Source: an optimization exercise on an open RTL-to-GDS flow (aim: small area). Production flows keep margins and buffers that such runs may drop.
At most, simulation tests tie the RTL to the original design; equivalence was not proved.
No activity file was given, so power comes from the tool's default toggle rates.

Design ps2_serial_core, start of the top module:
module ps2_serial_core (
    input  wire        clk,
    input  wire        rst,           
    input  wire [1:0]  mode,          
    input  wire        two_stop,      
    input  wire        ps2_valid,
    input  wire        ps2_data,
    input  wire        bt_clk_en,
    input  wire        cmd_valid,
    input  wire [4:0]  cmd_op,
    input  wire [26:0] cmd_arg,
    output wire        cmd_ready,
    output reg         rsp_valid,
    output reg  [3:0]  rsp_code,
    output reg  [7:0]  rsp_data,
    output wire        txd,
    output reg  [15:0] rx_ovf,
    output reg  [15:0] tx_ovf
);
    localparam OP_RX_START    = 5'h02;
    localparam OP_RX_STOP     = 5'h03;
    localparam OP_RX_POLL     = 5'h04;
    localparam OP_RX_READ     = 5'h05;
    localparam OP_TX_INIT     = 5'h08;
    localparam OP_TX_TEARDOWN = 5'h09;
    localparam OP_TX_ENQUEUE  = 5'h0A;
    localparam OP_ENC_REPORT  = 5'h10;
    localparam OP_ENC_SEND    = 5'h11;
    localparam OP_ENC_RESET   = 5'h12;
    localparam R_OK         = 4'h0;
    localparam R_BYTE       = 4'h1;
    localparam R_EMPTY      = 4'h2;
    localparam R_TIMEOUT    = 4'h3;
    localparam R_DROPPED    = 4'h4;
    localparam R_NOTDUE     = 4'h6;
    localparam R_SUPPRESSED = 4'h7;
    localparam R_SENT       = 4'h8;
    localparam R_FAULT      = 4'h9;
    localparam R_REFUSED    = 4'hA;
    localparam MODE_TWO   = 2'd0;
    localparam MODE_WHEEL = 2'd2;
    function [16:0] inc16;
        input [15:0] a;
        input        ci;
        reg   [16:0] c;
        integer k;
        begin
            c[0] = ci;
            for (k = 0; k < 16; k = k + 1) begin
                inc16[k] = a[k] ^ c[k];
                c[k+1]   = a[k] & c[k];
            end
            inc16[16] = c[16];
        end
    endfunction
    function [16:0] dec16;
  ...
export LEC_CHECK = 0
export CAP_MARGIN = 20
export CORE_MARGIN = 2
export CORE_UTILIZATION = 70
export PLACE_DENSITY = 0.8
export SLEW_MARGIN = 20
create_clock -name core_clock -period 10.0 [get_ports {clk}]
standard.sh (not shown) runs the stock make flow with config.mk's settings and CLKGATE_MAP_FILE= SYNTH_SCRIPT=/design/flow/synth_recipe.tcl, a recipe that flattens the netlist after the stock synthesis.
==> flow/flow/run.sh <==
#!/bin/bash
# Standard ORFS layout (the standard.sh: its synthesis script, floorplan,
# power grid, placement and routing) with these choices changed:
#   - synthesis: synth_recipe.tcl, but abc maps the logic with flow/area.abc,
#     an area-recovery script (registers are mapped before abc, unchanged)
#   - CTS: small clock buffers in sink clusters of up to 10, no dummy loads
#   - port buffers: the smallest buffer cell
# Each step's full tool output is in orfs/logs/sky130hd/ps2_serial_core/base/*.log and
# is copied next to this flow's own make log (make_finish.log) when done.
set -uo pipefail
export FLOW_WORK_DIR="$PWD"
export AREA_ABC_SCRIPT="$PWD/flow/area.abc"
bash standard.sh \
  "SYNTH_SCRIPT=$PWD/flow/area_synth.tcl" \
  "CTS_ARGS=-sink_clustering_enable -repair_clock_nets -dont_use_dummy_load -buf_list sky130_fd_sc_hd__clkbuf_4 -sink_clustering_size 10 -sink_clustering_max_diameter 40" \
  "BUFFER_PORTS_ARGS=-buffer_cell sky130_fd_sc_hd__buf_1" \
  finish > make_finish.log 2>&1
status=$?
for f in orfs/logs/sky130hd/ps2_serial_core/base/*.log; do
  [[ -f "$f" ]] && cp "$f" "log_$(basename "$f")"
done
exit $status
==> flow/flow/area.abc <==
&get -n
&st
&dch -f
&nf -R 1000
&put
mfs2
strash
&get -n
&dch -f
&nf -R 1000
&put
mfs2
strash
&get -n
&dch -f
&nf -R 1000
&put
==> flow/flow/area_synth.tcl <==
# The standard synthesis script (synth_recipe.tcl, sourced unchanged),
# with one difference: the combinational mapping call to abc uses the
# area-recovery script flow/area.abc instead of ORFS's abc_speed.script.
# Flip-flop mapping (dfflibmap) happens before abc and is not affected, so
# the registers, their names and cell types are those of the standard run.
proc abc {args} {
  set i [lsearch -exact $args -script]
  if {$i >= 0} {
    lset args [expr {$i + 1}] $::env(AREA_ABC_SCRIPT)
    puts "area_synth.tcl: abc with script $::env(AREA_ABC_SCRIPT)"
  }
  yosys abc {*}$args
}
source $::env(FLOW_WORK_DIR)/synth_recipe.tcl
Then changed:
--- a/flow/design.v
+++ b/flow/design.v
@@ -92,29 +92,12 @@
                 dec16[k] = a[k] ^ c[k];
                 c[k+1]   = ~a[k] & c[k];
             end
             dec16[16] = c[16];
         end
     endfunction
-    function [4:0] updn5;
-        input [4:0] a;
-        input       up;
-        input       dn;
-        reg   [5:0] c;
-        reg   [5:0] d;
-        integer k;
-        begin
-            c[0] = up;
-            d[0] = dn;
-            for (k = 0; k < 5; k = k + 1) begin
-                updn5[k] = a[k] ^ (c[k] | d[k]);
-                c[k+1]   = a[k] & c[k];
-                d[k+1]   = ~a[k] & d[k];
-            end
-        end
-    endfunction
     integer    i;
     reg        rx_armed;
     reg [9:0]  rx_sr;         
     reg        rx_par;        
     reg        tx_armed;
     reg [15:0] bt_compare;
@@ -260,13 +243,13 @@
     always @(posedge clk) begin
         if (rst)
             tx_p <= 5'd31;
         else if (tx_clear)
             tx_p <= tx_push ? 5'd0 : 5'd31;
         else
-            tx_p <= updn5(tx_p, tx_push_ok && !tx_pop, tx_pop && !tx_push_ok);
+            tx_p <= tx_p + tx_push_ok - tx_pop;
     end
     always @(posedge clk) begin
         if (tx_push_ok) begin
             tx_mem[0] <= tx_wdata;
             for (i = 1; i < 16; i = i + 1)
                 tx_mem[i] <= tx_mem[i-1];
@@ -321,13 +304,13 @@
     always @(posedge clk) begin
         if (rst)
             rx_p <= 5'd31;
         else if (rx_start_ok)
             rx_p <= rx_push ? 5'd0 : 5'd31;
         else
-            rx_p <= updn5(rx_p, rx_push_ok && !rx_pop, rx_pop && !rx_push_ok);
+            rx_p <= rx_p + rx_push_ok - rx_pop;
     end
     always @(posedge clk) begin
         if (rx_push_ok) begin
             rx_mem[0] <= rx_sr_a[8:1];
             for (i = 1; i < 16; i = i + 1)
                 rx_mem[i] <= rx_mem[i-1];
Result: Synthesized cell count hardly moves. Global-route usage came out lower by 1.0 points. Cell area hardly moves. Combinational power is higher by a quarter to a third. Wire length decreases by a few percent. Worst hold slack got worse by 0.028 ns. Synthesized area increases slightly. Clock skew drops by 0.0071 ns. Worst setup slack improved by 0.47 ns. Total power increases by a few percent. First-iteration DRC count increases by roughly a tenth. Die area rose slightly.


== north ==
ps2_serial_core, a different RTL version from the one above (not shown whole).
Size: about 430 flip-flops, roughly 88 I/O pins, roughly 19,000 µm² of cells after synthesis.
Settings: LEC_CHECK=0, CAP_MARGIN=20, CORE_MARGIN=2, CORE_UTILIZATION=70, PLACE_DENSITY=0.8, SLEW_MARGIN=20; clock period 10.0 ns.
==> flow/flow/run.sh <==
#!/bin/bash
# Standard ORFS layout (the standard.sh, unchanged synthesis, floorplan,
# power grid and routing) with two layout choices changed:
#   - CTS: small clock buffers in sink clusters of up to 10, no dummy loads
#   - port buffers: the smallest buffer cell
# Each tool's full output stays in the ORFS logs folder (orfs/logs/...);
# make's own output goes to make_finish.log here.
set -uo pipefail
bash standard.sh \
  "CTS_ARGS=-sink_clustering_enable -repair_clock_nets -dont_use_dummy_load -buf_list sky130_fd_sc_hd__clkbuf_4 -sink_clustering_size 10 -sink_clustering_max_diameter 40" \
  "BUFFER_PORTS_ARGS=-buffer_cell sky130_fd_sc_hd__buf_1" \
  finish > make_finish.log 2>&1
For south, these inputs were changed with respect to north:
--- a/flow/design.v
+++ b/flow/design.v
@@ -1,32 +1,29 @@
-module satadd16 #(
-    parameter SUB = 0
-) (
+module satadd16 (
     input  wire [15:0] a,
     input  wire [7:0]  b,
     output wire [15:0] s
 );
-    wire [15:0] bs = {{8{b[7]}}, b};
-    wire [15:0] bx = SUB ? ~bs : bs;       
+    wire [15:0] bx = {{8{b[7]}}, b};
     wire [15:0] r;
     genvar k;
     generate
         for (k = 0; k < 16; k = k + 1) begin : bit_
             wire ci;
             wire co;
             if (k == 0) begin : first
-                assign ci = SUB ? 1'b1 : 1'b0;
+                assign ci = 1'b0;
             end else begin : rest
                 assign ci = bit_[k-1].co;
             end
             assign r[k] = a[k] ^ bx[k] ^ ci;
             assign co   = (a[k] & bx[k]) | (a[k] & ci) | (bx[k] & ci);
         end
     endgenerate
-    wire pos_sat = !a[15] && (SUB ? b[7] : !b[7]) && r[15];
-    wire neg_sat =  a[15] && (SUB ? !b[7] : b[7]) && (!r[15] || r[14:0] == 15'd0);
+    wire pos_sat = !a[15] && !b[7] && r[15];
+    wire neg_sat =  a[15] &&  b[7] && (!r[15] || r[14:0] == 15'd0);
     assign s = pos_sat ? 16'h7FFF : neg_sat ? 16'h8001 : r;
 endmodule
 module ps2_serial_core (
     input  wire        clk,
     input  wire        rst,           
     input  wire [1:0]  mode,          
@@ -100,13 +97,13 @@
     reg        rx_par;        
     reg        tx_armed;
     reg [15:0] bt_compare;
     reg [15:0] bt_left;       
     reg [9:0]  tx_sr;         
     reg signed [15:0] acc_dx;
-    reg signed [15:0] acc_ndy;       
+    reg signed [15:0] acc_dy;
     reg signed [15:0] acc_wheel;
     reg [2:0]  cur_buttons;
     reg [2:0]  last_buttons;
     reg [5:0]  due_lfsr;      
     reg        send_busy;
     reg        read_busy;
@@ -165,13 +162,13 @@
     wire       two_btn  = (mode == MODE_TWO);
     wire       wheel    = (mode == MODE_WHEEL);
     wire [5:0] due_seed = two_btn ? (two_stop ? 6'b001110 : 6'b110010)
                                   : (two_stop ? 6'b100111 : 6'b111010);
     wire       due_end  = (due_lfsr == 6'b111111);
     wire       due      = due_end || (due_lfsr == 6'b011111 && tick);
-    wire       moving   = (acc_dx != 0) || (acc_ndy != 0) || (wheel && acc_wheel != 0);
+    wire       moving   = (acc_dx != 0) || (acc_dy != 0) || (wheel && acc_wheel != 0);
     wire       send_go  = is_op_send && due && (moving || cur_buttons != last_buttons);
     wire       send_end = send_busy && last_step;
     always @(posedge clk) begin
         if (rst || send_go || is_op_enc_reset)
             due_lfsr <= due_seed;
         else if (tick && !due_end)
@@ -180,22 +177,22 @@
     wire [7:0] add_dx    = is_op_report ? cmd_arg[23:16] : 8'd0;
     wire [7:0] add_dy    = is_op_report ? cmd_arg[15:8]  : 8'd0;
     wire [7:0] add_wheel = is_op_report ? cmd_arg[7:0]   : 8'd0;
     wire       acc_clear = rst || is_op_enc_reset || send_end;
     wire [15:0] sum_dx, sum_dy, sum_wheel;
     satadd16 u_add_dx    (.a(acc_dx),    .b(add_dx),    .s(sum_dx));
-    satadd16 #(.SUB(1)) u_sub_dy (.a(acc_ndy), .b(add_dy), .s(sum_dy));
+    satadd16 u_add_dy    (.a(acc_dy),    .b(add_dy),    .s(sum_dy));
     satadd16 u_add_wheel (.a(acc_wheel), .b(add_wheel), .s(sum_wheel));
     always @(posedge clk) begin
         if (acc_clear) begin
             acc_dx    <= 16'sd0;
-            acc_ndy   <= 16'sd0;
+            acc_dy    <= 16'sd0;
             acc_wheel <= 16'sd0;
         end else begin
             acc_dx    <= sum_dx;
-            acc_ndy   <= sum_dy;
+            acc_dy    <= sum_dy;
             acc_wheel <= sum_wheel;
         end
     end
     always @(posedge clk) begin
         if (rst || is_op_enc_reset) begin
             cur_buttons  <= 3'b000;
@@ -206,15 +203,16 @@
             last_buttons <= cur_buttons;
         end
     end
     wire       dx_hi = !acc_dx[15] && (acc_dx[14:7] != 8'h00);
     wire       dx_lo =  acc_dx[15] && !(acc_dx[14:7] == 8'hFF && acc_dx[6:0] != 7'd0);
     wire [7:0] dx8   = dx_hi ? 8'h7F : dx_lo ? 8'h81 : acc_dx[7:0];
-    wire       dy_hi = !acc_ndy[15] && (acc_ndy[14:7] != 8'h00);
-    wire       dy_lo =  acc_ndy[15] && !(acc_ndy[14:7] == 8'hFF && acc_ndy[6:0] != 7'd0);
-    wire [7:0] dy8   = dy_hi ? 8'h7F : dy_lo ? 8'h81 : acc_ndy[7:0];
+    wire       dy_hi = !acc_dy[15] && (acc_dy[14:7] != 8'h00);
+    wire       dy_lo =  acc_dy[15] && !(acc_dy[14:7] == 8'hFF && acc_dy[6:0] != 7'd0);
+    wire [7:0] dy_n  = ~acc_dy[7:0] + 1'b1;
+    wire [7:0] dy8   = dy_hi ? 8'h81 : dy_lo ? 8'h7F : dy_n;
     wire [6:0] b0  = {1'b1, cur_buttons[0], cur_buttons[1], dy8[7:6], dx8[7:6]};
     wire [6:0] b1  = {1'b0, dx8[5:0]};
     wire [6:0] b2  = {1'b0, dy8[5:0]};
     wire [6:0] b3  = wheel ? {2'b00, cur_buttons[2], acc_wheel[3:0]}
                            : {1'b0, cur_buttons[2], 5'b00000};
     reg [6:0] pkt_byte;
==> comparison <==
[south] synthesis-to-finish area growth rose 0.30 points relative to north. south vs north on fraction of the cycle the final worst path needs: south is the lower one. Relative to north, the antenna diode count of south is higher by 1. The effective utilization at floorplan of south is lower than that of north. Sort south and north by utilization, descending, and north comes first. Lower sequential fraction of design power was reported by north, not south. Cmp south vs north: time the worst path needs with I/O delays and setup lower in south. For the summed area of non-filler cells in the final layout, south came in about 1.3% lower than north did.
Only the layout flow was run in north; the RTL was not checked for function there.

## port drivers added, routing unchanged
How much do the figures lean on ideal ports? The routed layouts below were timed once more, with nothing changed but the port constraints. Step 1 sets driving cells, clkbuf_16 on the clock port and buf_2 on the other inputs (assumed; they add their load-dependent delay and slew). Step 2 times the ports against the registers' clock, not the clock port: input delays grow and output delays shrink by t, the midpoint of the rising clock arrivals with the driver on. Slacks: ideal ports / drivers / drivers and shift; pairs: ideal ports / drivers.
run	t, ns	setup WS [ns]	latest minus earliest clock arrival (ns)
the first run of note 1	0.696	0.242 / 0.265 / -0.431	0.095 / 0.094
the second run of note 1	0.734	0.712 / 0.737 / 0.003	0.059 / 0.059
north	0.728	0.602 / 0.626 / -0.102	0.084 / 0.084
south	0.748	0.647 / 0.640 / -0.109	0.044 / 0.043
Met with ideal ports but missed after step 2: setup timing in the first run of note 1, north and south. For south, which loses most, drivers alone change the setup slack by -0.007 ns; drivers and shift together by -0.756 ns.
